What follows belongs to an exercise in optimizing a design on an open flow for small area; a production flow would make more cautious choices.
Function was checked by simulation only, so behaviour that the tests miss may differ from the original.
No activity file was given, so power comes from the tool's default toggle rates.

`flow/flow/run.sh`:
```
#!/bin/bash
# The standard layout with three changes: port buffers from the smallest
# buffer cell, a clock tree of clkbuf_8 without dummy loads, and the
# floorplan's combinational cells set to their smallest drive strength before
# placement (the later repair steps size up what timing needs).
set -euo pipefail
export BUFFER_PORTS_ARGS="-buffer_cell sky130_fd_sc_hd__buf_1"
export CTS_ARGS="-sink_clustering_enable -repair_clock_nets -dont_use_dummy_load -buf_list sky130_fd_sc_hd__clkbuf_8"
bash standard.sh floorplan > standard_floorplan.log 2>&1
export DS_DB="orfs/results/${FLOW_PLATFORM}/rgbvm_core/base/2_floorplan.odb"
export DS_DONT_USE="$(make -s -f - print-dont-use <<'MK' 2>/dev/null || true
include config.mk
print-dont-use: ; @echo $(DONT_USE_CELLS)
MK
)"
openroad -no_init -exit flow/downsize.tcl > downsize.log 2>&1
bash standard.sh finish > standard_finish.log 2>&1
```
`flow/flow/downsize.tcl`:
```
# Swap each combinational cell of the floorplan for the smallest cell of its
# family (same function and pins, lower drive strength). Flip-flops, clock
# cells and tap cells keep their masters. Later repair steps size cells up
# again where timing, slew or capacitance call for it.
read_db $::env(DS_DB)
set db [ord::get_db]
set block [ord::get_db_block]
set dont_use [split $::env(DS_DONT_USE)]
set swapped 0
set saved 0
foreach inst [$block getInsts] {
    set master [$inst getMaster]
    set name [$master getName]
    if {![regexp {^(sky130_fd_sc_hd__[a-z0-9]+)_([0-9]+)$} $name -> base drive]} {
        continue
    }
    if {[regexp {__(df|edf|sdf|dl|sdl|clk|tap|fill|decap|conb|diode|lpflow|probe)} $base]} {
        continue
    }
    set best $master
    foreach d {0 1 2 4} {
        set cand [$db findMaster ${base}_$d]
        if {$cand == "NULL" || $cand eq ""} { continue }
        if {[lsearch -exact $dont_use [$cand getName]] >= 0} { continue }
        if {[$cand getWidth] < [$best getWidth]} { set best $cand }
    }
    if {$best ne $master} {
        incr saved [expr {[$master getWidth] - [$best getWidth]}]
        $inst swapMaster $best
        incr swapped
    }
}
puts "downsize: swapped $swapped cells, width saved $saved dbu"
write_db $::env(DS_DB)
```
`flow/standard.sh`:
```
#!/bin/bash
# synth_recipe.tcl (not shown) runs the flow's synth.tcl, then flattens the netlist and writes it again
# the make line also repeats each setting of config.mk as NAME=value (left out here)
make -C /OpenROAD-flow-scripts/flow DESIGN_CONFIG=/design/flow/config.mk WORK_HOME=/design/flow/orfs CLKGATE_MAP_FILE= SYNTH_SCRIPT=/design/flow/synth_recipe.tcl "${@:-finish}"
```
`flow/config.mk`:
```
export PLATFORM = sky130hd
export DESIGN_NAME = rgbvm_core
export DESIGN_NICKNAME = rgbvm_core
export VERILOG_FILES = /design/flow/design.v
export SDC_FILE = /design/flow/constraint.sdc
export NUM_CORES = 4
export LEC_CHECK = 0
export ABC_AREA = 1
export CAP_MARGIN = 20
export CORE_MARGIN = 2
export CORE_UTILIZATION = 40
export GPL_TIMING_DRIVEN = 0
export SLEW_MARGIN = 20
```
`flow/constraint.sdc`:
```
create_clock -name core_clock -period 9.5 [get_ports {clk}]
set_input_delay 1.9000 -clock core_clock [delete_from_list [all_inputs] [get_ports {clk}]]
set_output_delay 1.9000 -clock core_clock [all_outputs]
set_load 0.01 [all_outputs]
```
`flow/design.v`:
```
module rgbvm_core (
    input  wire        clk,
    input  wire        rst,
    input  wire        start,
    input  wire [31:0] entry_ip,
    input  wire [16:0] entry_sp,
    input  wire [16:0] stack_top,
    input  wire [16:0] stack_low,
    input  wire        budget_en,
    input  wire [31:0] budget,
    output wire        busy,
    output reg         done,
    output wire [2:0]  status,
    output wire [31:0] res_ip,
    output wire [16:0] res_sp,
    output wire [31:0] res_count,
    output reg         mem_en,
    output reg         mem_we,
    output wire [15:0] mem_addr,
    output wire [7:0]  mem_wdata,
    input  wire [7:0]  mem_rdata,
    output wire        call_req,
    output wire [7:0]  call_id,
    output wire [16:0] call_sp,
    input  wire        call_ack,
    input  wire        call_ok,
    output wire        out_req,
    output wire [7:0]  out_data,
    input  wire        out_ack,
    input  wire        out_ok
);
    localparam [2:0] ST_HALTED    = 3'd0;
    localparam [2:0] ST_INVALIDOP = 3'd1;
    localparam [2:0] ST_OVERFLOW  = 3'd2;
    localparam [2:0] ST_UNDERFLOW = 3'd3;
    localparam [2:0] ST_DIVZERO   = 3'd4;
    localparam [2:0] ST_INVCALL   = 3'd5;
    localparam [2:0] ST_OOB       = 3'd6;
    localparam [2:0] ST_YIELDED   = 3'd7;
    localparam [7:0] OP_NOOP  = 8'h00, OP_PUSH  = 8'h01, OP_POP   = 8'h02,
                     OP_PC8   = 8'h03, OP_PC16  = 8'h04, OP_PC32  = 8'h05,
                     OP_DUP   = 8'h06, OP_SWAP  = 8'h07, OP_POP8  = 8'h08,
                     OP_PUSH8 = 8'h09, OP_CONS  = 8'h0A, OP_OUT   = 8'h0E,
                     OP_HALT  = 8'h0F, OP_ADD   = 8'h10, OP_SUB   = 8'h11,
                     OP_MUL   = 8'h12, OP_DIV   = 8'h13, OP_MOD   = 8'h14,
                     OP_INV   = 8'h15, OP_ABS   = 8'h16, OP_ADD8  = 8'h17,
                     OP_JRNZ  = 8'h20, OP_JRZ   = 8'h21, OP_JR    = 8'h22,
                     OP_CALL  = 8'h23, OP_EQ    = 8'h30, OP_NEQ   = 8'h31,
                     OP_LT    = 8'h32, OP_BT    = 8'h33, OP_LTE   = 8'h34,
                     OP_BTE   = 8'h35, OP_SIN   = 8'h40, OP_COS   = 8'h41;
    localparam [4:0] S_IDLE  = 5'd24;
    localparam [4:0] S_FETCH = 5'd0,    
                     S_DEC   = 5'd1,    
                     S_OPND  = 5'd2,    
                     S_SEXT  = 5'd3,    
                     S_CHK   = 5'd4,    
                     S_LD    = 5'd5,    
                     S_RMW   = 5'd6,    
                     S_COPY  = 5'd7,    
                     S_WR    = 5'd8,    
                     S_CMP   = 5'd9,   
                     S_CLR   = 5'd10,   
                     S_SGN   = 5'd11,   
                     S_MPASS = 5'd12,   
                     S_DTRY  = 5'd13,   
                     S_DRST  = 5'd14,   
                     S_SHL   = 5'd15,   
                     S_HOST  = 5'd16,   
                     S_IPA   = 5'd17,   
                     S_IPB   = 5'd18,   
                     S_CNT   = 5'd19,   
                     S_SGN0  = 5'd20,   
                     S_CHK2  = 5'd21,   
                     S_XCH   = 5'd22,   
                     S_XBK   = 5'd23;   
    reg [4:0]  state;
    reg [31:0] ip;
    reg [16:0] sp;
    reg [31:0] count;
    reg [6:0]  op;        
    reg [31:0] R;
    reg [2:0]  i;         
    reg        ph;        
    wire [4:0] k = ip[21:17];
    reg        c;         
    reg        z;         
    wire       pm = ip[22];    
    wire       fa = ip[23];    
    wire       fb = ip[24];    
    wire       mb = ip[25];    
    assign res_ip    = ip;
    assign res_sp    = sp;
    assign res_count = count;
    assign busy      = !(state[4] && state[3]);
    assign status    = state[2:0];
    function op_valid(input [7:0] o);
        case (o)
            OP_NOOP, OP_PUSH, OP_POP, OP_PC8, OP_PC16, OP_PC32, OP_DUP, OP_SWAP,
            OP_POP8, OP_PUSH8, OP_CONS, OP_OUT, OP_HALT,
            OP_ADD, OP_SUB, OP_MUL, OP_DIV, OP_MOD, OP_INV, OP_ABS, OP_ADD8,
            OP_JRNZ, OP_JRZ, OP_JR, OP_CALL,
            OP_EQ, OP_NEQ, OP_LT, OP_BT, OP_LTE, OP_BTE, OP_SIN, OP_COS:
                op_valid = 1'b1;
            default: op_valid = 1'b0;
        endcase
    endfunction
    function [2:0] op_len(input [7:0] o);
        case (o)
            OP_PUSH, OP_POP, OP_POP8, OP_PUSH8, OP_PC16: op_len = 3'd3;
            OP_PC8, OP_ADD8, OP_JRNZ, OP_JRZ, OP_JR, OP_CALL: op_len = 3'd2;
            OP_PC32: op_len = 3'd5;
            default: op_len = 3'd1;
        endcase
    endfunction
    function [18:0] add18(input [17:0] a, input [17:0] b, input ci);    
        integer n;
        reg cy;
        begin
            cy = ci;
            for (n = 0; n < 18; n = n + 1) begin
                add18[n] = a[n] ^ b[n] ^ cy;
                cy = (a[n] & b[n]) | (cy & (a[n] ^ b[n]));
            end
            add18[18] = cy;
        end
    endfunction
    function lt17(input [16:0] a, input [16:0] b);
        integer n;
        reg l;
        begin
            l = 1'b0;
            for (n = 0; n < 17; n = n + 1)
                l = (~a[n] & b[n]) | (~(a[n] ^ b[n]) & l);
            lt17 = l;
        end
    endfunction
    wire [7:0] opc = {1'b0, op};
    wire is_bin = (opc == OP_SWAP) || (opc == OP_ADD) || (opc == OP_SUB) ||
                  (opc == OP_MUL) || (opc == OP_DIV) || (opc == OP_MOD) ||
                  (opc == OP_EQ) || (opc == OP_NEQ) || (opc == OP_LT) ||
                  (opc == OP_BT) || (opc == OP_LTE) || (opc == OP_BTE);
    wire need1  = (opc == OP_POP) || (opc == OP_POP8) || (opc == OP_CONS) ||
                  (opc == OP_DUP) || (opc == OP_INV) || (opc == OP_ABS) ||
                  (opc == OP_ADD8) || (opc == OP_JRNZ) || (opc == OP_JRZ) ||
                  (opc == OP_SIN) || (opc == OP_COS) || (opc == OP_OUT) || is_bin;
    wire room   = (opc == OP_PUSH) || (opc == OP_PUSH8) || (opc == OP_PC8) ||
                  (opc == OP_PC16) || (opc == OP_PC32) || (opc == OP_DUP);
    wire pops   = (opc == OP_POP) || (opc == OP_POP8) || (opc == OP_CONS) ||
                  (opc == OP_OUT) || (opc == OP_JRNZ) || (opc == OP_JRZ) ||
                  (is_bin && opc != OP_SWAP);
    wire is_div = (opc == OP_DIV) || (opc == OP_MOD);
    wire [2:0]  len = op_len(opc);
    wire [15:0] ea  = R[31:16];
    wire        chk_doob  = ((opc == OP_PUSH) || (opc == OP_POP)) && (&ea[15:2]) && (ea[1:0] != 2'b00);
    wire        via_ea    = (opc == OP_PUSH) || (opc == OP_POP) || (opc == OP_PUSH8) || (opc == OP_POP8);
    wire [18:0] ea_ds = add18({15'd0, ea[2:0]}, {15'd0, ~sp[2:0]}, 1'b1);
    wire [2:0]  ea_d = ea_ds[2:0];
    wire        bwd  = (opc == OP_POP) ? (ea_d == 3'd1 || ea_d == 3'd2 || ea_d == 3'd3)
                                       : (ea_d == 3'd5 || ea_d == 3'd6 || ea_d == 3'd7);
    localparam [2:0] A_0 = 3'd0, A_R = 3'd1, A_SH = 3'd2, A_S8 = 3'd3, A_LEN = 3'd4, A_M = 3'd5,
                     A_SIN = 3'd6;
    localparam [2:0] B_0 = 3'd0, B_M = 3'd1, B_SIN = 3'd2, B_IP = 3'd3, B_CNT = 3'd4;
    reg  [2:0] asel, bsl;
    reg        ia, ib;
    reg  [7:0] a_v, b_v;
    wire       i0 = (i[1:0] == 2'd0);
    wire [7:0] sin_idx = {mem_rdata[7] ^ (mem_rdata[6] & op[0]), mem_rdata[6] ^ op[0], mem_rdata[5:0]};
    wire [18:0] sin_ng = add18({12'd0, ~sin_idx[5:0]}, 18'd0, 1'b1);
    wire [5:0] sin_m   = sin_idx[6] ? sin_ng[5:0] : sin_idx[5:0];
    wire       sin_64  = sin_idx[6] && (sin_idx[5:0] == 6'd0);
    wire       sin_h   = sin_idx[7] && (sin_idx[6:0] != 7'd0);
    wire [4:0] sin_e;
    rgbvm_sin_e u_sin (.m(sin_m), .e(sin_e));
    reg        cx;
    always @(*) begin
        case (asel)
            A_R:     a_v = R[7:0];
            A_SH:    a_v = {R[6:0], pm};
            A_S8:    a_v = i0 ? R[31:24] : {8{R[31]}};
            A_LEN:   a_v = i0 ? {5'd0, len} : 8'd0;
            A_M:     a_v = mem_rdata;
            A_SIN:   a_v = (i0 && !sin_64) ? {1'b1, sin_m, 1'b0} : 8'd0;
            default: a_v = 8'd0;
        endcase
        case (bsl)
            B_M:     b_v = mem_rdata;
            B_SIN:   b_v = !i0 ? 8'd0 : sin_64 ? 8'hFF : {3'd0, sin_e};
            B_IP:    b_v = ip[7:0];
            B_CNT:   b_v = count[7:0];
            default: b_v = 8'd0;
        endcase
    end
    wire [18:0] alu_s = add18({10'd0, a_v ^ {8{ia}}}, {10'd0, b_v ^ {8{ib}}}, c | cx);
    wire [8:0] alu   = alu_s[8:0];
    wire [7:0] alu_o = alu[7:0];
    wire       alu_c = alu[8];
    wire lt_n = (mem_rdata[7] != R[7]) ? mem_rdata[7] : alu_o[7];
    wire z_n  = z && (alu_o == 8'd0);
    reg  cmp_res;
    always @(*) begin
        case (opc)
            OP_EQ:   cmp_res = z_n;
            OP_NEQ:  cmp_res = !z_n;
            OP_LT:   cmp_res = lt_n;
            OP_BT:   cmp_res = !lt_n && !z_n;
            OP_LTE:  cmp_res = lt_n || z_n;
            default: cmp_res = !lt_n;
        endcase
    end
    wire taken = (opc == OP_JR) || (opc == OP_JRNZ && !z) || (opc == OP_JRZ && z);
    wire [7:0] bud = budget[8*i[1:0] +: 8];
    wire       ip_dn = (state == S_IPB) && R[31];
    wire [1:0] ip_up = (alu_c == ip_dn) ? {ip[31], ip[16]} :
                       alu_c ? {ip[16], !ip[16]} : {!ip[16], !ip[16]};
    wire last = (i[1:0] == 2'd3);
    wire [2:0] i_inc = {i[2] ^ (i[1] & i[0]), i[1] ^ i[0], ~i[0]};
    wire [18:0] k_ds = add18({13'd0, k}, 18'h3FFFF, 1'b0);
    wire [4:0] k_dec = k_ds[4:0];
    assign call_req = (state == S_HOST) && (opc == OP_CALL);
    assign out_req  = (state == S_HOST) && (opc == OP_OUT);
    assign call_id  = R[31:24];
    assign out_data = R[31:24];
    assign call_sp  = sp;
    assign mem_wdata = alu_o;
    reg        b_ip, nos, spo;
    reg [1:0]  oj;
    wire [3:0]  off  = spo ? {room, 3'b100} :
                       (state == S_OPND) ? {1'b0, i} : {1'b0, nos, oj};
    wire [17:0] adr_b = b_ip ? {2'b00, ip[15:0]} : {1'b0, sp};
    wire [18:0] adr_l = add18({15'd0, adr_b[2:0]}, {15'd0, off[2:0]}, 1'b0);
    reg  [17:0] adr;
    reg         adr_t;
    integer     an;
    always @(*) begin
        adr[2:0] = adr_l[2:0];
        adr_t    = adr_l[3] ^ off[3];
        for (an = 3; an < 18; an = an + 1) begin
            adr[an] = adr_b[an] ^ adr_t;
            adr_t   = adr_t & (adr_b[an] ^ off[3]);
        end
    end
    assign mem_addr = adr[15:0];
    wire        sp_eq     = (adr[16:2] == stack_top[16:2]);
    wire        sp_low    = lt17(sp, stack_low);
    always @(*) begin
        mem_en = 1'b0;
        mem_we = 1'b0;
        b_ip   = 1'b0;
        spo    = 1'b0;
        nos    = is_bin;
        oj     = i[1:0];
        asel   = A_0;
        bsl    = B_M;
        ia     = 1'b0;
        ib     = 1'b0;
        cx     = 1'b0;
        case (state)
            S_FETCH: begin
                mem_en = !(budget_en && z) && (ip[31:16] == 16'd0);
                b_ip   = 1'b1;
                oj     = 2'd0;
                nos    = 1'b0;
            end
            S_OPND: begin
                mem_en = !ph;
                b_ip   = 1'b1;
            end
            S_SEXT: begin
                bsl = B_0;
                ia  = R[31];
            end
            S_LD: begin
                mem_en = !ph;
                nos    = 1'b0;
            end
            S_RMW: begin
                mem_en = 1'b1;
                mem_we = ph;
                case (opc)
                    OP_ADD:  asel = A_R;
                    OP_SUB:  begin asel = A_R; ia = 1'b1; end
                    OP_ADD8: asel = A_S8;
                    OP_SIN, OP_COS: begin
                        asel = A_SIN;
                        bsl  = B_SIN;
                        ia   = i0 && sin_h;
                        ib   = i0 && sin_h;
                        cx   = i0 && sin_h;
                    end
                    OP_INV:  ib = 1'b1;
                    OP_ABS:  ib = fa;
                    default: ib = (k == 5'd0) ? fa : (fa ^ fb);    
                endcase
            end
            S_COPY: begin
                mem_en = 1'b1;
                mem_we = ph;
                oj     = i[1:0] ^ {2{bwd}};
                nos    = 1'b0;
                case (opc)
                    OP_PUSH:  b_ip = !ph;
                    OP_POP:   b_ip = ph;
                    OP_POP8:  b_ip = ph;
                    OP_PUSH8: begin
                        b_ip = !ph;
                        if (!i0) bsl = B_0;
                    end
                    default: nos = !ph;    
                endcase
                if (opc != OP_PUSH && opc != OP_POP) oj = i[1:0];
            end
            S_WR: begin
                mem_en = 1'b1;
                mem_we = 1'b1;
                bsl    = B_0;
                if (opc == OP_MOD) ia = fa;
                if (!(opc == OP_EQ || opc == OP_NEQ || opc == OP_LT ||
                      opc == OP_BT || opc == OP_LTE || opc == OP_BTE))
                    asel = A_R;
            end
            S_CMP: begin
                mem_en = !ph;
                asel   = A_R;
                ia     = 1'b1;
            end
            S_SGN, S_SGN0: begin
                mem_en = !ph;
                oj     = 2'd3;
            end
            S_MPASS: begin
                mem_en = !ph;
                nos    = 1'b0;
                asel   = A_SH;
                if (!mb) bsl = B_0;
            end
            S_DTRY: begin
                mem_en = !ph;
                nos    = 1'b0;
                asel   = A_SH;
                ib     = !fb;
            end
            S_DRST: begin
                mem_en = !ph;
                nos    = 1'b0;
                asel   = A_R;
                ib     = fb;
            end
            S_SHL: begin
                mem_en = 1'b1;
                mem_we = ph;
                asel   = A_M;
            end
            S_CLR: bsl = B_0;
            S_IPA: begin
                asel = A_LEN;
                bsl  = B_IP;
                spo  = 1'b1;
            end
            S_IPB: begin
                asel = A_S8;
                bsl  = B_IP;
            end
            S_CNT: bsl = B_CNT;
            S_CHK: begin
                oj  = 2'd0;
                nos = 1'b0;
            end
            S_CHK2: begin
                spo = !ph;      
                nos = 1'b1;
                oj  = 2'd0;
            end
            S_XCH: begin
                if (i[1]) asel = A_R;
                else      bsl  = B_IP;
                if (i[1]) bsl  = B_0;
            end
            S_XBK: begin
                asel = A_R;
                bsl  = B_0;
            end
            default: ;
        endcase
    end
    task automatic finish(input [2:0] code);
        begin
            done   <= 1'b1;
            state  <= {2'b11, code};
        end
    endtask
    task automatic pass(input [4:0] st, input cinit);
        begin
            state <= st;
            i     <= 3'd0;
            ph    <= 1'b0;
            c     <= cinit;
        end
    endtask
    task automatic dispatch;
        begin
                        z <= 1'b1;
                        case (opc)
                            OP_NOOP, OP_HALT, OP_CONS, OP_JR: pass(S_IPA, 1'b0);
                            OP_CALL: state <= S_HOST;
                            OP_PUSH, OP_POP, OP_POP8, OP_PUSH8: pass(S_XCH, 1'b0);
                            OP_DUP: pass(S_COPY, 1'b0);
                            OP_PC8, OP_PC16, OP_PC32: pass(S_WR, 1'b0);
                            OP_INV: pass(S_RMW, 1'b1);
                            OP_ABS: pass(S_SGN0, 1'b0);
                            OP_ADD8, OP_SIN, OP_COS: pass(S_RMW, 1'b0);
                            OP_MUL: pass(S_CLR, 1'b0);
                            default: pass(S_LD, 1'b0);   
                        endcase
        end
    endtask
    task automatic shift_r;
        R <= {alu_o, R[31:8]};
    endtask
    always @(posedge clk) begin
        if (rst) begin
            state <= S_IDLE;
            done  <= 1'b0;
        end else begin
            done <= 1'b0;
            case (state)
                S_IDLE, 5'd25, 5'd26, 5'd27, 5'd28, 5'd29, 5'd30, 5'd31: begin
                    if (start) begin
                        ip    <= entry_ip;
                        sp    <= entry_sp;
                        count <= 32'hFFFFFFFF;    
                        op    <= OP_NOOP[6:0];
                        z     <= 1'b1;
                        pass(S_CNT, 1'b1);
                    end
                end
                S_FETCH: begin
                    if (budget_en && z)
                        finish(ST_YIELDED);
                    else if (ip[31:16] != 16'd0)
                        finish(ST_OOB);
                    else
                        state <= S_DEC;
                end
                S_DEC: begin
                    op <= mem_rdata[6:0];
                    i  <= 3'd1;
                    c  <= 1'b0;
                    ph <= 1'b0;
                    if (!op_valid(mem_rdata))
                        finish(ST_INVALIDOP);
                    else if ((&ip[15:2]) && (op_len(mem_rdata) == 3'd5 ||
                             (op_len(mem_rdata) == 3'd3 && ip[1]) ||
                             (op_len(mem_rdata) == 3'd2 && ip[1] && ip[0])))
                        finish(ST_OOB);
                    else if (op_len(mem_rdata) == 3'd1)
                        state <= S_CHK;
                    else
                        state <= S_OPND;
                end
                S_OPND: begin
                    ph <= !ph;
                    if (ph) begin
                        shift_r;
                        i  <= i_inc;
                        if (i_inc == len)
                            state <= (opc == OP_PC8 || opc == OP_PC16) ? S_SEXT : S_CHK;
                    end
                end
                S_SEXT: begin
                    shift_r;
                    i <= i_inc;
                    if (i == 3'd4)
                        state <= S_CHK;
                end
                S_CHK: begin
                    if (need1 && sp_eq)
                        finish(ST_OVERFLOW);
                    else
                        state <= S_CHK2;
                end
                S_CHK2: begin
                    if (!ph) begin
                        if (is_bin && sp_eq)
                            finish(ST_OVERFLOW);
                        else if (room) begin
                            sp <= adr[16:0];
                            z  <= adr[17];       
                            ph <= 1'b1;
                        end else if (chk_doob)
                            finish(ST_OOB);
                        else
                            dispatch;
                    end else begin
                        if (z || sp_low) begin
                            sp <= adr[16:0];
                            finish(ST_UNDERFLOW);
                        end else if (chk_doob) begin
                            sp <= adr[16:0];
                            finish(ST_OOB);
                        end else
                            dispatch;
                    end
                end
                S_LD: begin
                    ph <= !ph;
                    if (ph) begin
                        if (opc != OP_JRNZ && opc != OP_JRZ)
                            shift_r;
                        if (mem_rdata != 8'd0) z <= 1'b0;
                        if (is_div)
                            ip[24] <= mem_rdata[7];
                        i  <= i_inc;
                        if (last || opc == OP_OUT) begin
                            case (opc)
                                OP_OUT: state <= S_HOST;
                                OP_JRNZ, OP_JRZ: pass(S_IPA, 1'b0);
                                OP_SWAP: pass(S_COPY, 1'b0);
                                OP_ADD: pass(S_RMW, 1'b0);
                                OP_SUB: pass(S_RMW, 1'b1);
                                OP_DIV, OP_MOD: begin
                                    if (z && mem_rdata == 8'd0)
                                        finish(ST_DIVZERO);
                                    else
                                        pass(S_SGN0, 1'b0);
                                end
                                default: begin
                                    pass(S_CMP, 1'b1);
                                    z <= 1'b1;
                                end
                            endcase
                        end
                    end
                end
                S_SGN0: begin
                    ph <= !ph;
                    if (ph) begin
                        ip[23] <= mem_rdata[7];
                        pass(S_RMW, mem_rdata[7]);
                    end
                end
                S_SGN: begin
                    ph <= !ph;
                    if (ph) begin
                        ip[25] <= mem_rdata[7];
                        ip[22] <= (opc == OP_MUL) ? 1'b0 : mem_rdata[7];
                        if (opc == OP_MUL)
                            pass(S_MPASS, 1'b0);
                        else
                            pass(S_DTRY, !fb);
                    end
                end
                S_RMW: begin
                    ph <= !ph;
                    if (ph) begin
                        if (!(opc == OP_SIN || opc == OP_COS))
                            c <= alu_c;
                        if (opc == OP_ADD || opc == OP_SUB)
                            shift_r;
                        i <= i_inc;
                        if (last) begin
                            if (is_div && k == 5'd0)    
                                pass(S_CLR, 1'b0);
                            else
                                pass(S_IPA, 1'b0);
                        end
                    end
                end
                S_COPY: begin
                    ph <= !ph;
                    if (ph) begin
                        i <= i_inc;
                        if (last || opc == OP_POP8) begin
                            if (opc == OP_SWAP)
                                pass(S_WR, 1'b0);
                            else if (via_ea)
                                pass(S_XBK, 1'b0);
                            else
                                pass(S_IPA, 1'b0);
                        end
                    end
                end
                S_WR: begin
                    c <= alu_c;
                    shift_r;
                    i <= i_inc;
                    if (last)
                        pass(S_IPA, 1'b0);
                end
                S_CMP: begin
                    ph <= !ph;
                    if (ph) begin
                        c <= alu_c;
                        shift_r;
                        z <= z_n;
                        i <= i_inc;
                        if (last)
                            pass(S_WR, cmp_res);
                    end
                end
                S_CLR: begin
                    shift_r;
                    i <= i_inc;
                    ip[21:17] <= 5'd31;
                    if (last)
                        pass(S_SGN, 1'b0);
                end
                S_MPASS, S_DTRY, S_DRST: begin
                    ph <= !ph;
                    if (ph) begin
                        c  <= alu_c;
                        ip[22] <= R[7];
                        shift_r;
                        i  <= i_inc;
                        if (last) begin
                            if (state == S_MPASS)
                                pass(S_SHL, 1'b0);
                            else if (state == S_DTRY && !alu_c)
                                pass(S_DRST, fb);
                            else
                                pass(S_SHL, state == S_DTRY);
                        end
                    end
                end
                S_SHL: begin
                    ph <= !ph;
                    if (ph) begin
                        c <= alu_c;
                        i <= i_inc;
                        if (last) begin
                            ip[21:17] <= k_dec;
                            if (k == 5'd0) begin
                                if (opc == OP_DIV)
                                    pass(S_RMW, fa ^ fb);
                                else
                                    pass(S_WR, (opc == OP_MOD) && fa);
                            end else
                                pass(S_SGN, 1'b0);
                        end
                    end
                end
                S_XCH: begin
                    shift_r;
                    ip[15:0] <= {alu_o, ip[15:8]};
                    i <= i_inc;
                    if (last)
                        pass(S_COPY, 1'b0);
                end
                S_XBK: begin
                    shift_r;
                    ip[15:0] <= {alu_o, ip[15:8]};
                    i <= i_inc;
                    if (i[0])
                        pass(S_IPA, 1'b0);
                end
                S_HOST: begin
                    if ((call_req && call_ack) || (out_req && out_ack)) begin
                        if ((call_req && call_ok) || (out_req && out_ok))
                            pass(S_IPA, 1'b0);
                        else
                            finish(ST_INVCALL);
                    end
                end
                S_IPA, S_IPB: begin
                    if (state == S_IPA && i == 3'd0 && pops)
                        sp <= adr[16:0];
                    ip[15:0] <= {alu_o, ip[15:8]};
                    c <= alu_c;
                    i <= i_inc;
                    if (i[0]) begin
                        ip[16]    <= ip_up[0];
                        ip[31:17] <= {15{ip_up[1]}};
                        if (state == S_IPA && taken)
                            pass(S_IPB, 1'b0);
                        else begin
                            pass(S_CNT, 1'b1);
                            z <= 1'b1;
                        end
                    end
                end
                S_CNT: begin
                    count <= {alu_o, count[31:8]};
                    c <= alu_c;
                    i <= i_inc;
                    if (alu_o != bud) z <= 1'b0;
                    if (last) begin
                        if (opc == OP_HALT)
                            finish(ST_HALTED);
                        else
                            state <= S_FETCH;
                    end
                end
            endcase
        end
    end
endmodule
module rgbvm_sin_rom (
    input  wire [7:0] idx,
    output reg  [7:0] val
);
    always @(*) begin
        case (idx)
            8'd0: val = 8'd128;
            8'd1: val = 8'd131;
            8'd2: val = 8'd134;
            8'd3: val = 8'd137;
            8'd4: val = 8'd140;
            8'd5: val = 8'd143;
            8'd6: val = 8'd146;
            8'd7: val = 8'd149;
            8'd8: val = 8'd152;
            8'd9: val = 8'd155;
            8'd10: val = 8'd158;
            8'd11: val = 8'd162;
            8'd12: val = 8'd165;
            8'd13: val = 8'd167;
            8'd14: val = 8'd170;
            8'd15: val = 8'd173;
            8'd16: val = 8'd176;
            8'd17: val = 8'd179;
            8'd18: val = 8'd182;
            8'd19: val = 8'd185;
            8'd20: val = 8'd188;
            8'd21: val = 8'd190;
            8'd22: val = 8'd193;
            8'd23: val = 8'd196;
            8'd24: val = 8'd198;
            8'd25: val = 8'd201;
            8'd26: val = 8'd203;
            8'd27: val = 8'd206;
            8'd28: val = 8'd208;
            8'd29: val = 8'd211;
            8'd30: val = 8'd213;
            8'd31: val = 8'd215;
            8'd32: val = 8'd218;
            8'd33: val = 8'd220;
            8'd34: val = 8'd222;
            8'd35: val = 8'd224;
            8'd36: val = 8'd226;
            8'd37: val = 8'd228;
            8'd38: val = 8'd230;
            8'd39: val = 8'd232;
            8'd40: val = 8'd234;
            8'd41: val = 8'd235;
            8'd42: val = 8'd237;
            8'd43: val = 8'd238;
            8'd44: val = 8'd240;
            8'd45: val = 8'd241;
            8'd46: val = 8'd243;
            8'd47: val = 8'd244;
            8'd48: val = 8'd245;
            8'd49: val = 8'd246;
            8'd50: val = 8'd248;
            8'd51: val = 8'd249;
            8'd52: val = 8'd250;
            8'd53: val = 8'd250;
            8'd54: val = 8'd251;
            8'd55: val = 8'd252;
            8'd56: val = 8'd253;
            8'd57: val = 8'd253;
            8'd58: val = 8'd254;
            8'd59: val = 8'd254;
            8'd60: val = 8'd254;
            8'd61: val = 8'd255;
            8'd62: val = 8'd255;
            8'd63: val = 8'd255;
            8'd64: val = 8'd255;
            8'd65: val = 8'd255;
            8'd66: val = 8'd255;
            8'd67: val = 8'd255;
            8'd68: val = 8'd254;
            8'd69: val = 8'd254;
            8'd70: val = 8'd254;
            8'd71: val = 8'd253;
            8'd72: val = 8'd253;
            8'd73: val = 8'd252;
            8'd74: val = 8'd251;
            8'd75: val = 8'd250;
            8'd76: val = 8'd250;
            8'd77: val = 8'd249;
            8'd78: val = 8'd248;
            8'd79: val = 8'd246;
            8'd80: val = 8'd245;
            8'd81: val = 8'd244;
            8'd82: val = 8'd243;
            8'd83: val = 8'd241;
            8'd84: val = 8'd240;
            8'd85: val = 8'd238;
            8'd86: val = 8'd237;
            8'd87: val = 8'd235;
            8'd88: val = 8'd234;
            8'd89: val = 8'd232;
            8'd90: val = 8'd230;
            8'd91: val = 8'd228;
            8'd92: val = 8'd226;
            8'd93: val = 8'd224;
            8'd94: val = 8'd222;
            8'd95: val = 8'd220;
            8'd96: val = 8'd218;
            8'd97: val = 8'd215;
            8'd98: val = 8'd213;
            8'd99: val = 8'd211;
            8'd100: val = 8'd208;
            8'd101: val = 8'd206;
            8'd102: val = 8'd203;
            8'd103: val = 8'd201;
            8'd104: val = 8'd198;
            8'd105: val = 8'd196;
            8'd106: val = 8'd193;
            8'd107: val = 8'd190;
            8'd108: val = 8'd188;
            8'd109: val = 8'd185;
            8'd110: val = 8'd182;
            8'd111: val = 8'd179;
            8'd112: val = 8'd176;
            8'd113: val = 8'd173;
            8'd114: val = 8'd170;
            8'd115: val = 8'd167;
            8'd116: val = 8'd165;
            8'd117: val = 8'd162;
            8'd118: val = 8'd158;
            8'd119: val = 8'd155;
            8'd120: val = 8'd152;
            8'd121: val = 8'd149;
            8'd122: val = 8'd146;
            8'd123: val = 8'd143;
            8'd124: val = 8'd140;
            8'd125: val = 8'd137;
            8'd126: val = 8'd134;
            8'd127: val = 8'd131;
            8'd128: val = 8'd128;
            8'd129: val = 8'd124;
            8'd130: val = 8'd121;
            8'd131: val = 8'd118;
            8'd132: val = 8'd115;
            8'd133: val = 8'd112;
            8'd134: val = 8'd109;
            8'd135: val = 8'd106;
            8'd136: val = 8'd103;
            8'd137: val = 8'd100;
            8'd138: val = 8'd97;
            8'd139: val = 8'd93;
            8'd140: val = 8'd90;
            8'd141: val = 8'd88;
            8'd142: val = 8'd85;
            8'd143: val = 8'd82;
            8'd144: val = 8'd79;
            8'd145: val = 8'd76;
            8'd146: val = 8'd73;
            8'd147: val = 8'd70;
            8'd148: val = 8'd67;
            8'd149: val = 8'd65;
            8'd150: val = 8'd62;
            8'd151: val = 8'd59;
            8'd152: val = 8'd57;
            8'd153: val = 8'd54;
            8'd154: val = 8'd52;
            8'd155: val = 8'd49;
            8'd156: val = 8'd47;
            8'd157: val = 8'd44;
            8'd158: val = 8'd42;
            8'd159: val = 8'd40;
            8'd160: val = 8'd37;
            8'd161: val = 8'd35;
            8'd162: val = 8'd33;
            8'd163: val = 8'd31;
            8'd164: val = 8'd29;
            8'd165: val = 8'd27;
            8'd166: val = 8'd25;
            8'd167: val = 8'd23;
            8'd168: val = 8'd21;
            8'd169: val = 8'd20;
            8'd170: val = 8'd18;
            8'd171: val = 8'd17;
            8'd172: val = 8'd15;
            8'd173: val = 8'd14;
            8'd174: val = 8'd12;
            8'd175: val = 8'd11;
            8'd176: val = 8'd10;
            8'd177: val = 8'd9;
            8'd178: val = 8'd7;
            8'd179: val = 8'd6;
            8'd180: val = 8'd5;
            8'd181: val = 8'd5;
            8'd182: val = 8'd4;
            8'd183: val = 8'd3;
            8'd184: val = 8'd2;
            8'd185: val = 8'd2;
            8'd186: val = 8'd1;
            8'd187: val = 8'd1;
            8'd188: val = 8'd1;
            8'd189: val = 8'd0;
            8'd190: val = 8'd0;
            8'd191: val = 8'd0;
            8'd192: val = 8'd0;
            8'd193: val = 8'd0;
            8'd194: val = 8'd0;
            8'd195: val = 8'd0;
            8'd196: val = 8'd1;
            8'd197: val = 8'd1;
            8'd198: val = 8'd1;
            8'd199: val = 8'd2;
            8'd200: val = 8'd2;
            8'd201: val = 8'd3;
            8'd202: val = 8'd4;
            8'd203: val = 8'd5;
            8'd204: val = 8'd5;
            8'd205: val = 8'd6;
            8'd206: val = 8'd7;
            8'd207: val = 8'd9;
            8'd208: val = 8'd10;
            8'd209: val = 8'd11;
            8'd210: val = 8'd12;
            8'd211: val = 8'd14;
            8'd212: val = 8'd15;
            8'd213: val = 8'd17;
            8'd214: val = 8'd18;
            8'd215: val = 8'd20;
            8'd216: val = 8'd21;
            8'd217: val = 8'd23;
            8'd218: val = 8'd25;
            8'd219: val = 8'd27;
            8'd220: val = 8'd29;
            8'd221: val = 8'd31;
            8'd222: val = 8'd33;
            8'd223: val = 8'd35;
            8'd224: val = 8'd37;
            8'd225: val = 8'd40;
            8'd226: val = 8'd42;
            8'd227: val = 8'd44;
            8'd228: val = 8'd47;
            8'd229: val = 8'd49;
            8'd230: val = 8'd52;
            8'd231: val = 8'd54;
            8'd232: val = 8'd57;
            8'd233: val = 8'd59;
            8'd234: val = 8'd62;
            8'd235: val = 8'd65;
            8'd236: val = 8'd67;
            8'd237: val = 8'd70;
            8'd238: val = 8'd73;
            8'd239: val = 8'd76;
            8'd240: val = 8'd79;
            8'd241: val = 8'd82;
            8'd242: val = 8'd85;
            8'd243: val = 8'd88;
            8'd244: val = 8'd90;
            8'd245: val = 8'd93;
            8'd246: val = 8'd97;
            8'd247: val = 8'd100;
            8'd248: val = 8'd103;
            8'd249: val = 8'd106;
            8'd250: val = 8'd109;
            8'd251: val = 8'd112;
            8'd252: val = 8'd115;
            8'd253: val = 8'd118;
            8'd254: val = 8'd121;
            8'd255: val = 8'd124;
            default: val = 8'd0;
        endcase
    end
endmodule
module rgbvm_sin_e (
    input  wire [5:0] m,
    output reg  [4:0] e
);
    always @(*) begin
        case (m)
            6'd0: e = 5'd0;
            6'd1: e = 5'd1;
            6'd2: e = 5'd2;
            6'd3: e = 5'd3;
            6'd4: e = 5'd4;
            6'd5: e = 5'd5;
            6'd6: e = 5'd6;
            6'd7: e = 5'd7;
            6'd8: e = 5'd8;
            6'd9: e = 5'd9;
            6'd10: e = 5'd10;
            6'd11: e = 5'd12;
            6'd12: e = 5'd13;
            6'd13: e = 5'd13;
            6'd14: e = 5'd14;
            6'd15: e = 5'd15;
            6'd16: e = 5'd16;
            6'd17: e = 5'd17;
            6'd18: e = 5'd18;
            6'd19: e = 5'd19;
            6'd20: e = 5'd20;
            6'd21: e = 5'd20;
            6'd22: e = 5'd21;
            6'd23: e = 5'd22;
            6'd24: e = 5'd22;
            6'd25: e = 5'd23;
            6'd26: e = 5'd23;
            6'd27: e = 5'd24;
            6'd28: e = 5'd24;
            6'd29: e = 5'd25;
            6'd30: e = 5'd25;
            6'd31: e = 5'd25;
            6'd32: e = 5'd26;
            6'd33: e = 5'd26;
            6'd34: e = 5'd26;
            6'd35: e = 5'd26;
            6'd36: e = 5'd26;
            6'd37: e = 5'd26;
            6'd38: e = 5'd26;
            6'd39: e = 5'd26;
            6'd40: e = 5'd26;
            6'd41: e = 5'd25;
            6'd42: e = 5'd25;
            6'd43: e = 5'd24;
            6'd44: e = 5'd24;
            6'd45: e = 5'd23;
            6'd46: e = 5'd23;
            6'd47: e = 5'd22;
            6'd48: e = 5'd21;
            6'd49: e = 5'd20;
            6'd50: e = 5'd20;
            6'd51: e = 5'd19;
            6'd52: e = 5'd18;
            6'd53: e = 5'd16;
            6'd54: e = 5'd15;
            6'd55: e = 5'd14;
            6'd56: e = 5'd13;
            6'd57: e = 5'd11;
            6'd58: e = 5'd10;
            6'd59: e = 5'd8;
            6'd60: e = 5'd6;
            6'd61: e = 5'd5;
            6'd62: e = 5'd3;
            6'd63: e = 5'd1;
            default: e = 5'd0;
        endcase
    end
endmodule
```
==> flow_metrics.py, run 1 <==
metrics = {
    "run_status": {
        "status": "complete, no violations",
    },
    "floorplan": {
        "core_area_um2": 27900,
        "num_rows": 61,
        "die_y_um": 173,
        "die_w_um": 173,
        "io_pins": 278,
        "initial_core_util": 0.409,
        "die_area_um2": 29900,
    },
    "critical_path": {
        "path_buf_inv": 7,
        "worstSetupPathType": "primary input to primary output",
        "path_delay_family": "adder cells",
        "rr_startpoint": "state[1]",
        "required_ps": 7600,
        "cp.arrival_ps": 7390,
        "regToRegEndpoint": "c",
        "startpoint_type": "primary input",
        "cp_slowest_cell": "fa_2",
        "r2r_cells": 31,
        "critPathMaxStageDelay_ps": 580,
        "cp_max_fo": 10,
        "rrSetupSlack_ps": 1060,
        "cp-end-kind": "primary output",
        "crit_path_start": "mem_rdata[1]",
    },
    "clocking": {
        "clkTransAtPathRegs_ps": 80,
        "h-tree-depth": 4,
        "cts.sinks": 132,
        "clk_latency_ps": 480,
        "numCtsBuffers": 17,
        "cts_root_buf": "clkbuf_8",
        "cts_tree": "yes",
        "cts_max_path_buffers": 2,
    },
    "finish": {
        "final_cell_mix": "318 x buf_1, 308 x nand2_1, 208 x nor2_1",
        "postLayoutCoreUtil": 0.465,
        "mostFrequentLayoutCell": "buf_1",
        "drive_gt1_frac": 0.0564,
        "area_growth_pct": 13.6,
        "nets": 2007,
        "n_antenna_cell": 0,
    },
    "power": {
        "max-vdd-ir-drop_mv": 0.184,
        "leakage_nw": 5.12,
        "switching_power_mw": 2.00,
        "clockPowerShare": 0.102,
        "p_comb_frac": 0.624,
        "p_int_mw": 1.74,
        "power_frac_seq": 0.274,
        "powerDensity_nw_per_um2": 288,
        "p_sw_frac": 0.535,
    },
    "global_routing": {
        "overflow": 0,
        "grt_pass1_wl_um": 74700,
        "antenna_found_initial": 0,
        "grt_pass1_vias": 11700,
        "grt_max_degree": 19,
        "grt_usage": 0.334,
    },
    "detailed_routing": {
        "viasPerCell": 5.60,
        "drt-total-wl_um": 50800,
        "drt-pass1-iter-count": 7,
        "vias": 12300,
        "drtIter0Drc": 1168,
        "wl_per_cell_um": 23.0,
        "antenna_left": 0,
        "drc": 0,
    },
    "logic_synthesis": {
        "postSynthAreaPerCell_um2": 7.47,
        "syn_nets": 1707,
        "synth_warnings": 2,
        "synth.cell_area_um2": 11400,
        "yosysUniqueCellTypes": 61,
        "ys_seq_area_frac": 0.342,
        "synth-seq-cells": 132,
        "async_reset_ff_frac": 0,
        "synth_ff_type": "edfxtp_1",
        "synth-edff-count": 126,
        "netlist_instances": 1529,
    },
    "placement": {
        "gp_congestion": 0.998,
        "hpwl_um": 41500,
        "io_buffers": 275,
    },
    "timing": {
        "fin_skew_ps": 36.6,
        "max_freq_mhz": 108,
        "hold_viol_final": 0,
        "rsz0062_at_grt": "false",
        "relSlewSlack": 0.254,
        "worst_pin_slew_ps": 1090,
        "period_needed_ps": 9290,
        "setup_viol": 0,
        "fin_crit_sh": 0.978,
        "drv_slew": 0,
        "whs_ps": 424,
    },
    "hold_path": {
        "hp-class": "register to register",
        "min_to": "R[0]",
        "hold_start": "R[8]",
        "min_path_cells": 0,
    },
    "job": {
        "drv_cap": 0,
    },
}
==> metal layers <==
layer  GRT usage  routed length (um)  share of wire  up-vias
met3      0.0569                4260          0.084       99
met4       0.121                1820          0.036        0
met2       0.551               23400           0.46      690
met5           0                   0              0        -
li1            -                   -              -     5772
met1       0.440               21300           0.42     5780
==> kinds of logic after synthesis <==
group | after synthesis | synth area share
DFF | 132 | 0.342
buffers and inverters | 297 | 0.113
AOI/OAI and AO/OA | 288 | 0.159
and+or+nand+nor | 705 | 0.278
adders and majority gates | 47 | 0.0587
xor gates and xnor gates | 46 | 0.0365
muxes | 14 | 0.0138
==> synth_stat cells (all sizes together) (22+ instances only) <==
cell | n | area (um2)
nand2 | 308 | 1210
inv | 215 | 807
nor2 | 209 | 853
edfxtp | 126 | 3780
o21ai | 90 | 462
a21oi | 76 | 395
nand3 | 59 | 330
buf | 46 | 344
nor3 | 38 | 201
ha | 36 | 450
nor4 | 27 | 169
clkbuf | 26 | 97.6
nand4 | 26 | 163
or2 | 26 | 163
xnor2 | 23 | 201
xor2 | 22 | 193
==> metrics by stage <==
stage	setup TNS [ps]	cells	power (mW)	cell area (um2)	worst slack, ps
2_1_floorplan	0	1529	2.46	11400	320
3_3_place_gp	-10480	2182	3.25	12600	-1160
3_5_place_dp	-9430	2186	3.28	12600	-1090
4_1_cts	0	2204	3.69	12900	41.1
5_1_grt	0	2205	3.97	13000	11.4
6_report	0	2205	3.74	13000	211
==> timing repair <==
item                       4_1_cts  5_1_grt
buffers inserted                 2        1
hold buffers                     0        0
setup endpoints to repair        7        6
pin swaps                        2        5
gates resized for setup         23       17
==> power groups by stage <==
stage | registers [mW] | logic, mW | clock network, mW
after floorplan | 0.994 | 1.47 | 0
after global routing | 1.04 | 2.53 | 0.404
after CTS | 1.02 | 2.28 | 0.387
after global placement | 1.04 | 2.22 | 0
final | 1.02 | 2.33 | 0.382
after detailed placement | 1.04 | 2.24 | 0
==> sequential cells by signal, summed over array words and instances (netlist names), 3 cells and up <==
signal / cells
count: 32
sp: 17
state: 5
op: 7
i: 3
ip: 32
R: 32
==> worst max path at each step <==
| stage | end | slack [ps] | depth (start not counted) |
|---|---|---|---|
| 6_report | mem_wdata[7] | 210 | 27 |
| 5_1_grt | mem_wdata[7] | 10 | 27 |
| 4_1_cts | mem_wdata[7] | 40 | 26 |
| 3_5_place_dp | mem_wdata[7] | -1090 | 27 |
| 3_3_place_gp | mem_wdata[7] | -1160 | 27 |
| 2_1_floorplan | mem_wdata[7] | 320 | 25 |
==> cell type report <==
class	instances	area, um2
Inverter	225	860
Sequential cell	132	3900
Timing Repair Buffer	282	1110
Tap cell	378	473
Clock buffer	17	234
Fill cell	2963	15000
Buffer	71	278
Multi-Input combinational cell	1100	6120
==> run 2: changes to the inputs <==
--- a/flow/config.mk
+++ b/flow/config.mk
@@ -9,5 +9,4 @@
 export CAP_MARGIN = 20
 export CORE_MARGIN = 2
 export CORE_UTILIZATION = 40
-export GPL_TIMING_DRIVEN = 0
 export SLEW_MARGIN = 20
==> flow_metrics.py, run 2 <==
metrics = {
    "timing": {
        "fin_skew_ps": 37.0,
        "relSlewSlack": 0.244,
        "drv_slew": 0,
        "period_needed_ps": 9190,
        "hold_viol_final": 0,
        "worst_pin_slew_ps": 1100,
        "max_freq_mhz": 109,
        "rsz0062_at_grt": "false",
        "fin_crit_sh": 0.967,
        "setup_viol": 0,
    },
    "power": {
        "p_sw_frac": 0.526,
        "powerDensity_nw_per_um2": 286,
        "clockPowerShare": 0.104,
        "p_comb_frac": 0.618,
        "power_frac_seq": 0.279,
        "max-vdd-ir-drop_mv": 0.153,
        "p_int_mw": 1.75,
        "power_mw": 3.69,
        "switching_power_mw": 1.94,
        "leakage_nw": 5.20,
    },
    "finish": {
        "drive_gt1_frac": 0.0685,
        "reg_top3": "R x32, count x32, ip x32",
        "finalNonFillerCells": 2173,
        "n_antenna_cell": 0,
        "multiInputGateArea_um2": 6070,
        "fin_area_um2": 12900,
        "nets": 1975,
        "area_growth_pct": 13.0,
        "register_area_um2": 3900,
        "final_cell_mix": "308 x nand2_1, 274 x buf_1, 209 x nor2_1",
        "mostFrequentLayoutCell": "nand2_1",
        "num-fill-cells": 2962,
    },
    "clocking": {
        "cts.sinks": 132,
        "clk_latency_ps": 480,
        "cts_root_buf": "clkbuf_8",
        "clkTransAtPathRegs_ps": 70,
        "h-tree-depth": 4,
        "numCtsBuffers": 17,
        "cts-hold-fix-buffers": 0,
        "cts_tree": "yes",
        "cts_max_path_buffers": 2,
    },
    "detailed_routing": {
        "vias": 12200,
        "dr_wl_met3_um": 4490,
        "drt-pass1-iter-count": 5,
        "drc": 0,
        "wl_met2_um": 21700,
        "wl_per_cell_um": 22.4,
        "drt-total-wl_um": 48700,
        "wl_met1_um": 20300,
        "viasPerCell": 5.61,
        "top_layer_used": "met4",
        "antenna_left": 0,
        "drtIter0Drc": 1132,
    },
    "hold_path": {
        "hp-class": "register to register",
    },
    "logic_synthesis": {
        "synthTopCellsByCount": "298 x nand2_1, 204 x inv_1, 197 x nor2_1",
        "synth.cell_area_um2": 11400,
        "synthMostInstantiatedCell": "nand2_1",
        "netlist_instances": 1529,
        "postSynthAreaPerCell_um2": 7.47,
        "synthTopCellsByArea": "edfxtp_1 33%, nand2_1 9.8%, inv_1 6.7%",
        "async_reset_ff_frac": 0,
        "synth_ff_type": "edfxtp_1",
        "yosysUniqueCellTypes": 61,
        "synth-seq-cells": 132,
        "syn_nets": 1707,
        "ys_seq_area_frac": 0.342,
        "synth_top_area_frac": 0.331,
        "synth_warnings": 2,
        "synth-edff-count": 126,
        "yosysTopAreaCell": "edfxtp_1",
    },
    "global_routing": {
        "grt_pass1_vias": 11600,
        "grt_pass1_wl_um": 72000,
        "grt_usage": 0.320,
        "antenna_found_initial": 0,
        "grt_max_degree": 35,
        "overflow": 0,
    },
    "critical_path": {
        "cp-end-kind": "primary output",
        "required_ps": 7600,
        "startpoint_type": "primary input",
        "cp.arrival_ps": 7290,
        "worstSetupPathType": "primary input to primary output",
        "cp_max_fo": 9,
    },
    "floorplan": {
        "num_rows": 61,
        "initial_core_util": 0.409,
        "die_w_um": 173,
        "core_area_um2": 27900,
        "die_area_um2": 29900,
        "die_y_um": 173,
        "io_pins": 278,
    },
    "job": {
        "drv_cap": 0,
    },
    "placement": {
        "hpwl_um": 39000,
        "gp_congestion": 1.02,
        "io_buffers": 275,
        "post_dp_cell_area_um2": 12600,
        "dp.cells": 2154,
    },
    "run_status": {
        "status": "complete, no violations",
    },
}
==> run 2: cell count changes in the layout (fill, tap and decap cells not counted), sizes merged <==
cell | before | now
clkbuf | 41 | 18
buf | 329 | 320
clkinv | 8 | 10
clkinvlp | 1 | 0
inv | 216 | 215
==> run 2: repair_timing <==
item | CTS | global route
gates resized for setup | 0 | 9
setup buffers | 0 | 2
setup endpoints to repair | 0 | 2
==> run 2: worst max-delay path: stages <==
cell	delay (ps)
buf_1	100
clkinv_1	80
ha_1	220
ha_1	190
ha_1	260
nand2_1	60
o21ai_1	100
buf_4	190
nand2_1	100
o22ai_1	80
a21oi_1	130
o21ai_0	110
a21oi_1	130
nand2_1	70
a22oi_1	140
o211ai_1	120
xnor2_1	160
fa_2	390
fa_1	400
fa_1	400
fa_1	380
fa_1	370
inv_1	70
fa_1	180
fa_1	160
inv_1	50
fa_1	550
clkbuf_2	160
==> run 2: layout make-up <==
cell class / count / area share
Tap cell: 378 / 0.0366
Inverter: 225 / 0.0655
Clock buffer: 17 / 0.0181
Multi-Input combinational cell: 1100 / 0.470
Sequential cell: 132 / 0.302
Timing Repair Buffer: 321 / 0.107
==> run 2: power by group through the flow <==
| stage | Sequential, mW | Clock, mW | Combinational [mW] |
|---|---|---|---|
| floorplan | 0.994 | 0 | 1.47 |
| global placement | 1.04 | 0 | 2.21 |
| detailed placement | 1.04 | 0 | 2.22 |
| CTS | 1.03 | 0.389 | 2.24 |
| global route | 1.04 | 0.403 | 2.49 |
| finish | 1.03 | 0.383 | 2.28 |
==> run 2: worst paths after layout <==
path                 from      endpoint  slack (ps)  depth (start not counted)
min reg2reg         R[14]          R[6]         420                          0
max reg2reg      state[3]             c        1280                         35
min                 R[14]          R[6]         420                          0
max          mem_rdata[0]  mem_wdata[7]         310                         28
==> run 2: layer usage <==
| layer | GRT usage | up-vias |
|---|---|---|
| met5 | 0 | - |
| met4 | 0.139 | 0 |
| met3 | 0.0655 | 103 |
| met2 | 0.506 | 669 |
| met1 | 0.423 | 5707 |
| li1 | - | 5702 |
==> run 2: metrics by stage <==
stage	hold slack (ps)	setup TNS [ps]	worst slack, ps	utilization
global route	429	0	4.97	0.462
CTS	424	0	30.4	0.461
floorplan	400	0	320	-
finish	423	0	314	0.462
detailed placement	407	-11.3	-11.3	0.453
global placement	401	0	93.2	0.453
==> run 2: kinds of logic after synthesis <==
| logic type | after synthesis | share of synthesized area |
|---|---|---|
| AO/OA/AOI/OAI | 288 | 0.159 |
| XOR/XNOR | 46 | 0.0365 |
| adder cells (fa/ha/maj) | 47 | 0.0587 |
| buffers and inverters | 297 | 0.113 |
| flip-flops | 132 | 0.342 |
| multiplexers | 14 | 0.0138 |
| AND/OR/NAND/NOR | 705 | 0.278 |
==> run 3: changes to the inputs <==
--- a/flow/design.v
+++ b/flow/design.v
@@ -164,7 +164,7 @@
     reg        ia, ib;
     reg  [7:0] a_v, b_v;
     wire       i0 = (i[1:0] == 2'd0);
-    wire [7:0] sin_idx = {mem_rdata[7] ^ (mem_rdata[6] & op[0]), mem_rdata[6] ^ op[0], mem_rdata[5:0]};
+    wire [7:0] sin_idx = {R[31] ^ (R[30] & op[0]), R[30] ^ op[0], R[29:24]};
     wire [18:0] sin_ng = add18({12'd0, ~sin_idx[5:0]}, 18'd0, 1'b1);
     wire [5:0] sin_m   = sin_idx[6] ? sin_ng[5:0] : sin_idx[5:0];
     wire       sin_64  = sin_idx[6] && (sin_idx[5:0] == 6'd0);
@@ -280,13 +280,6 @@
                     OP_ADD:  asel = A_R;
                     OP_SUB:  begin asel = A_R; ia = 1'b1; end
                     OP_ADD8: asel = A_S8;
-                    OP_SIN, OP_COS: begin
-                        asel = A_SIN;
-                        bsl  = B_SIN;
-                        ia   = i0 && sin_h;
-                        ib   = i0 && sin_h;
-                        cx   = i0 && sin_h;
-                    end
                     OP_INV:  ib = 1'b1;
                     OP_ABS:  ib = fa;
                     default: ib = (k == 5'd0) ? fa : (fa ^ fb);    
@@ -314,8 +307,14 @@
                 mem_we = 1'b1;
                 bsl    = B_0;
                 if (opc == OP_MOD) ia = fa;
-                if (!(opc == OP_EQ || opc == OP_NEQ || opc == OP_LT ||
-                      opc == OP_BT || opc == OP_LTE || opc == OP_BTE))
+                if (opc == OP_SIN || opc == OP_COS) begin
+                    asel = A_SIN;
+                    bsl  = B_SIN;
+                    ia   = i0 && sin_h;
+                    ib   = i0 && sin_h;
+                    cx   = i0 && sin_h;
+                end else if (!(opc == OP_EQ || opc == OP_NEQ || opc == OP_LT ||
+                               opc == OP_BT || opc == OP_LTE || opc == OP_BTE))
                     asel = A_R;
             end
             S_CMP: begin
@@ -407,7 +406,7 @@
                             OP_PC8, OP_PC16, OP_PC32: pass(S_WR, 1'b0);
                             OP_INV: pass(S_RMW, 1'b1);
                             OP_ABS: pass(S_SGN0, 1'b0);
-                            OP_ADD8, OP_SIN, OP_COS: pass(S_RMW, 1'b0);
+                            OP_ADD8: pass(S_RMW, 1'b0);
                             OP_MUL: pass(S_CLR, 1'b0);
                             default: pass(S_LD, 1'b0);   
                         endcase
@@ -510,9 +509,10 @@
                         if (is_div)
                             ip[24] <= mem_rdata[7];
                         i  <= i_inc;
-                        if (last || opc == OP_OUT) begin
+                        if (last || opc == OP_OUT || opc == OP_SIN || opc == OP_COS) begin
                             case (opc)
                                 OP_OUT: state <= S_HOST;
+                                OP_SIN, OP_COS: pass(S_WR, 1'b0);
                                 OP_JRNZ, OP_JRZ: pass(S_IPA, 1'b0);
                                 OP_SWAP: pass(S_COPY, 1'b0);
                                 OP_ADD: pass(S_RMW, 1'b0);
@@ -552,8 +552,7 @@
                 S_RMW: begin
                     ph <= !ph;
                     if (ph) begin
-                        if (!(opc == OP_SIN || opc == OP_COS))
-                            c <= alu_c;
+                        c <= alu_c;
                         if (opc == OP_ADD || opc == OP_SUB)
                             shift_r;
                         i <= i_inc;
@@ -580,7 +579,8 @@
                     end
                 end
                 S_WR: begin
-                    c <= alu_c;
+                    if (!(opc == OP_SIN || opc == OP_COS))
+                        c <= alu_c;
                     shift_r;
                     i <= i_inc;
                     if (last)
==> flow_metrics.py, run 3 <==
metrics = {
    "floorplan": {
        "num_rows": 61,
        "core_area_um2": 27900,
        "initial_core_util": 0.409,
        "die_area_um2": 29900,
        "io_pins": 278,
        "die_y_um": 173,
        "die_w_um": 173,
    },
    "finish": {
        "num-fill-cells": 2952,
        "reg_top3": "R x32, count x32, ip x32",
        "finalNonFillerCells": 2172,
        "n_antenna_cell": 0,
        "drive_gt1_frac": 0.0541,
        "final_cell_mix": "301 x nand2_1, 275 x buf_1, 219 x nor2_1",
        "multiInputGateArea_um2": 6030,
        "postLayoutCoreUtil": 0.457,
        "fin_area_um2": 12800,
        "mostFrequentLayoutCell": "nand2_1",
        "area_growth_pct": 11.7,
        "register_area_um2": 3900,
        "nets": 1973,
    },
    "global_routing": {
        "grt_pass1_wl_um": 70100,
        "antenna_found_initial": 1,
        "grt_usage": 0.306,
        "grt_max_degree": 36,
        "grt_pass1_vias": 11500,
        "overflow": 0,
    },
    "clocking": {
        "cts_root_buf": "clkbuf_8",
        "cts.sinks": 132,
        "h-tree-depth": 4,
        "post_cts_buffers": 0,
        "cts_tree": "yes",
        "cts_max_path_buffers": 2,
        "ctsResizeCount": 0,
        "clkTransAtPathRegs_ps": 100,
        "clk_latency_ps": 470,
        "cts-hold-fix-buffers": 0,
        "numCtsBuffers": 17,
    },
    "detailed_routing": {
        "wl_per_cell_um": 21.7,
        "drt-pass1-iter-count": 6,
        "viasPerCell": 5.66,
        "antenna_left": 0,
        "drtIter0Drc": 1318,
        "drc": 0,
        "vias": 12300,
        "drt-total-wl_um": 47100,
    },
    "logic_synthesis": {
        "synthTopCellsByCount": "285 x nand2_1, 217 x inv_1, 209 x nor2_1",
        "async_reset_ff_frac": 0,
        "syn_nets": 1733,
        "ys_seq_area_frac": 0.342,
        "synth-seq-cells": 132,
        "synth_ff_type": "edfxtp_1",
        "netlist_instances": 1556,
        "synthTopCellsByArea": "edfxtp_1 33%, nand2_1 9.4%, inv_1 7.1%",
        "synthMostInstantiatedCell": "nand2_1",
        "synth-edff-count": 126,
        "synth_warnings": 2,
        "synth_top_area_frac": 0.331,
        "yosysTopAreaCell": "edfxtp_1",
        "synth.cell_area_um2": 11400,
        "yosysUniqueCellTypes": 68,
        "postSynthAreaPerCell_um2": 7.35,
    },
    "timing": {
        "period_needed_ps": 9070,
        "worst_pin_slew_ps": 1070,
        "relSlewSlack": 0.286,
        "hold_viol_final": 0,
        "fin_skew_ps": 45.1,
        "rsz0062_at_grt": "false",
        "setup_slack_ps": 427,
        "whs_ps": 402,
        "setup_viol": 0,
        "tns_ps": 0,
        "drv_slew": 0,
        "max_freq_mhz": 110,
        "fin_crit_sh": 0.955,
    },
    "power": {
        "p_int_mw": 1.72,
        "max-vdd-ir-drop_mv": 0.161,
        "p_sw_frac": 0.539,
        "power_mw": 3.73,
        "leakage_nw": 5.25,
        "p_comb_frac": 0.631,
        "power_frac_seq": 0.268,
        "powerDensity_nw_per_um2": 292,
        "clockPowerShare": 0.101,
        "switching_power_mw": 2.01,
    },
    "placement": {
        "gp_congestion": 0.997,
        "dp.cells": 2153,
        "post_dp_cell_area_um2": 12500,
        "preCtsSetupSlack_ps": 953,
        "hpwl_um": 37600,
        "io_buffers": 275,
    },
    "hold_path": {
        "min_path_cells": 0,
        "hp-class": "register to register",
    },
    "critical_path": {
        "startpoint_type": "register",
        "worstSetupPathType": "register to primary output",
        "cp_max_fo": 9,
        "critPathMaxStageDelay_ps": 650,
        "required_ps": 7600,
        "path_common_cell": "fa_1",
        "r2r_cells": 35,
        "cp_slowest_cell": "fa_1",
        "cp-end-kind": "primary output",
        "cp.arrival_ps": 7170,
    },
    "job": {
        "drv_cap": 0,
    },
    "run_status": {
        "status": "complete, no violations",
    },
}
[run 3: logic make-up after synthesis]
| kind of cell | count (synthesis) | share of synthesized area |
|---|---|---|
| adders and majority gates | 46 | 0.0576 |
| muxes | 6 | 0.00591 |
| xor gates and xnor gates | 40 | 0.0319 |
| DFF | 132 | 0.342 |
| and+or+nand+nor | 721 | 0.282 |
| AOI/OAI and AO/OA | 293 | 0.160 |
| buffers and inverters | 318 | 0.120 |
[run 3: critical path, delay by kind of cell (launching register included)]
family | cells | cell delay, ps
flip-flops | 1 | 330
adder cells (fa/ha/maj) | 12 | 3880
XOR/XNOR | 1 | 190
AND/OR/NAND/NOR | 2 | 140
AO/OA/AOI/OAI | 7 | 1180
buffers and inverters | 6 | 990
[run 3: final cells by class]
class | instances | area share
clock buffer | 17 | 0.0183
tap | 378 | 0.0370
timing repair buffer | 298 | 0.0953
inverter | 241 | 0.0711
multi-input combinational | 1106 | 0.473
sequential | 132 | 0.306
[run 3: routing by layer]
| metal | up-vias | part of all wire | GRT usage | routed length, um |
|---|---|---|---|---|
| met5 | - | 0.00028 | 0 | 13 |
| met4 | 2 | 0.035 | 0.113 | 1630 |
| met3 | 90 | 0.10 | 0.0763 | 4740 |
| met2 | 692 | 0.44 | 0.469 | 20700 |
| met1 | 5803 | 0.42 | 0.418 | 20000 |
| li1 | 5714 | - | - | - |
[run 3: worst paths after layout]
kind	start	end	slack, ps
max	R[24]	mem_wdata[7]	430
max reg2reg	R[24]	c	980
min	R[9]	R[1]	400
min reg2reg	R[9]	R[1]	400
[run 3: power groups by stage]
stage	sequential, mW	combinational [mW]	clock, mW
final	0.999	2.36	0.378
after global routing	1.02	2.59	0.408
after CTS	0.996	2.33	0.386
after detailed placement	1.01	2.31	0
after global placement	1.01	2.31	0
after floorplan	0.988	1.57	0
==> run 4: changes to the inputs <==
--- a/flow/flow/run.sh
+++ b/flow/flow/run.sh
@@ -5,7 +5,7 @@
 # placement (the later repair steps size up what timing needs).
 set -euo pipefail
 export BUFFER_PORTS_ARGS="-buffer_cell sky130_fd_sc_hd__buf_1"
-export CTS_ARGS="-sink_clustering_enable -repair_clock_nets -dont_use_dummy_load -buf_list sky130_fd_sc_hd__clkbuf_8"
+export CTS_ARGS="-sink_clustering_enable -repair_clock_nets -dont_use_dummy_load -buf_list {sky130_fd_sc_hd__clkbuf_4 sky130_fd_sc_hd__clkbuf_8} -sink_clustering_size 6 -sink_clustering_max_diameter 40"
 bash standard.sh floorplan > standard_floorplan.log 2>&1
 export DS_DB="orfs/results/${FLOW_PLATFORM}/rgbvm_core/base/2_floorplan.odb"
 export DS_DONT_USE="$(make -s -f - print-dont-use <<'MK' 2>/dev/null || true
==> flow_metrics.py, run 4 <==
metrics = {
    "run_status": {
        "status": "complete, no violations",
    },
    "logic_synthesis": {
        "yosysTopAreaCell": "edfxtp_1",
        "synth-edff-count": 126,
        "ys_seq_area_frac": 0.342,
        "synthTopCellsByCount": "285 x nand2_1, 217 x inv_1, 209 x nor2_1",
        "async_reset_ff_frac": 0,
        "syn_nets": 1733,
        "synth.cell_area_um2": 11400,
        "synth-seq-cells": 132,
        "postSynthAreaPerCell_um2": 7.35,
        "synth_ff_type": "edfxtp_1",
        "yosysUniqueCellTypes": 68,
        "synth_warnings": 2,
        "netlist_instances": 1556,
        "synth_top_area_frac": 0.331,
        "synthMostInstantiatedCell": "nand2_1",
        "synthTopCellsByArea": "edfxtp_1 33%, nand2_1 9.4%, inv_1 7.1%",
    },
    "finish": {
        "nets": 1973,
        "num-fill-cells": 2952,
        "mostFrequentLayoutCell": "nand2_1",
        "area_growth_pct": 11.7,
        "drive_gt1_frac": 0.0541,
        "n_antenna_cell": 0,
        "reg_top3": "R x32, count x32, ip x32",
        "final_cell_mix": "301 x nand2_1, 275 x buf_1, 219 x nor2_1",
    },
    "critical_path": {
        "path_buf_inv": 6,
        "r2r_cells": 35,
        "path_delay_family": "adder cells",
        "startpoint_type": "register",
        "cp_max_fo": 9,
        "required_ps": 7600,
        "cp_slowest_cell": "fa_1",
        "critPathMaxStageDelay_ps": 650,
        "cp.arrival_ps": 7170,
        "path_common_cell": "fa_1",
        "worstSetupPathType": "register to primary output",
        "rr_startpoint": "R[24]",
        "cp-end-kind": "primary output",
        "regToRegEndpoint": "c",
        "rrSetupSlack_ps": 980,
    },
    "timing": {
        "tns_ps": 0,
        "drv_slew": 0,
        "worst_pin_slew_ps": 1070,
        "whs_ps": 402,
        "period_needed_ps": 9070,
        "fin_crit_sh": 0.955,
        "max_freq_mhz": 110,
        "rsz0062_at_grt": "false",
        "setup_viol": 0,
        "relSlewSlack": 0.286,
        "hold_viol_final": 0,
        "fin_skew_ps": 45.1,
    },
    "power": {
        "p_int_mw": 1.72,
        "powerDensity_nw_per_um2": 292,
        "p_comb_frac": 0.631,
        "leakage_nw": 5.25,
        "p_sw_frac": 0.539,
        "max-vdd-ir-drop_mv": 0.161,
        "switching_power_mw": 2.01,
        "clockPowerShare": 0.101,
        "power_frac_seq": 0.268,
    },
    "hold_path": {
        "hold_start": "R[9]",
        "min_to": "R[1]",
        "hp-class": "register to register",
        "min_path_cells": 0,
    },
    "clocking": {
        "cts_tree": "yes",
        "h-tree-depth": 4,
        "cts_root_buf": "clkbuf_8",
        "cts.sinks": 132,
        "ctsResizeCount": 0,
        "numCtsBuffers": 17,
        "clkTransAtPathRegs_ps": 100,
        "cts_max_path_buffers": 2,
        "cts-hold-fix-buffers": 0,
        "post_cts_buffers": 0,
        "clk_latency_ps": 470,
    },
    "placement": {
        "hpwl_um": 37600,
        "io_buffers": 275,
        "gp_congestion": 0.997,
    },
    "global_routing": {
        "grt_usage": 0.306,
        "grt_pass1_vias": 11500,
        "overflow": 0,
        "antenna_found_initial": 1,
        "grt_max_degree": 36,
        "grt_pass1_wl_um": 70100,
    },
    "floorplan": {
        "die_w_um": 173,
        "io_pins": 278,
        "initial_core_util": 0.409,
        "die_y_um": 173,
        "die_area_um2": 29900,
        "num_rows": 61,
        "core_area_um2": 27900,
    },
    "detailed_routing": {
        "drc": 0,
        "drtIter0Drc": 1318,
        "wl_per_cell_um": 21.7,
        "viasPerCell": 5.66,
        "antenna_left": 0,
        "vias": 12300,
        "drt-total-wl_um": 47100,
        "drt-pass1-iter-count": 6,
    },
    "job": {
        "drv_cap": 0,
    },
}
## run 4: cell counts in the layout (fill, tap and decap cells not counted)
Identical to the previous run, type by type.
## run 4: final cells by class
| cell class | count | area [um2] | area share |
|---|---|---|---|
| multi-input combinational | 1106 | 6030 | 0.473 |
| clock buffer | 17 | 234 | 0.0183 |
| inverter | 241 | 907 | 0.0711 |
| timing repair buffer | 298 | 1220 | 0.0953 |
| sequential | 132 | 3900 | 0.306 |
| tap | 378 | 473 | 0.0370 |
## run 4: worst max-delay path by stage
stage,endpoint,from,slack [ps],depth (start not counted)
floorplan,mem_wdata[7],R[24],1880,26
global placement,mem_wdata[7],R[24],1060,28
detailed placement,mem_wdata[7],R[24],950,28
CTS,mem_wdata[7],R[24],450,28
global route,mem_wdata[7],R[25],80,27
finish,mem_wdata[7],R[24],430,28
## run 4: metal layers
layer  up-vias  GRT usage  wire length (um)
met5         -          0                13
met4         2      0.113              1630
met3        90     0.0763              4740
met2       692      0.469             20700
met1      5803      0.418             20000
li1       5714          -                 -
## run 4: cells by family after synthesis
logic type,share of synthesized area
AOI/OAI and AO/OA,0.160
buffers and inverters,0.120
DFF,0.342
muxes,0.00591
xor gates and xnor gates,0.0319
adders and majority gates,0.0576
and+or+nand+nor,0.282
## run 4: stage by stage
step           instances   util  cell area, um2  total power [mW]  setup WS (ps)
3_3_place_gp        2152  0.447           12500              3.31           1060
5_1_grt             2172  0.457           12800              4.01           83.0
6_report            2172  0.457           12800              3.73            427
3_5_place_dp        2153  0.448           12500              3.32            953
4_1_cts             2170  0.456           12700              3.71            454
2_1_floorplan       1556      -           11400              2.56           1880
## run 4: worst reg2reg max path: cells and delay by family, from the launching register on
family                   cells  cell delay, ps
AO/OA/AOI/OAI               10            1960
XOR/XNOR                     1             190
adder cells (fa/ha/maj)     12            3800
buffers and inverters        7            1020
flip-flops                   1             330
AND/OR/NAND/NOR              5             970
## run 4: power groups by stage
stage,sequential (mW),clock [mW],combinational (mW)
floorplan,0.988,0,1.57
global placement,1.01,0,2.31
detailed placement,1.01,0,2.31
global route,1.02,0.408,2.59
finish,0.999,0.378,2.36
CTS,0.996,0.386,2.33

Setup slack of run 4, layout unchanged: 0.427 ns with ideal ports, 0.378 ns with driving cells assumed (clock clkbuf_16, inputs buf_2), 0.871 ns with port delays also shifted by the 0.492 ns mid clock arrival.
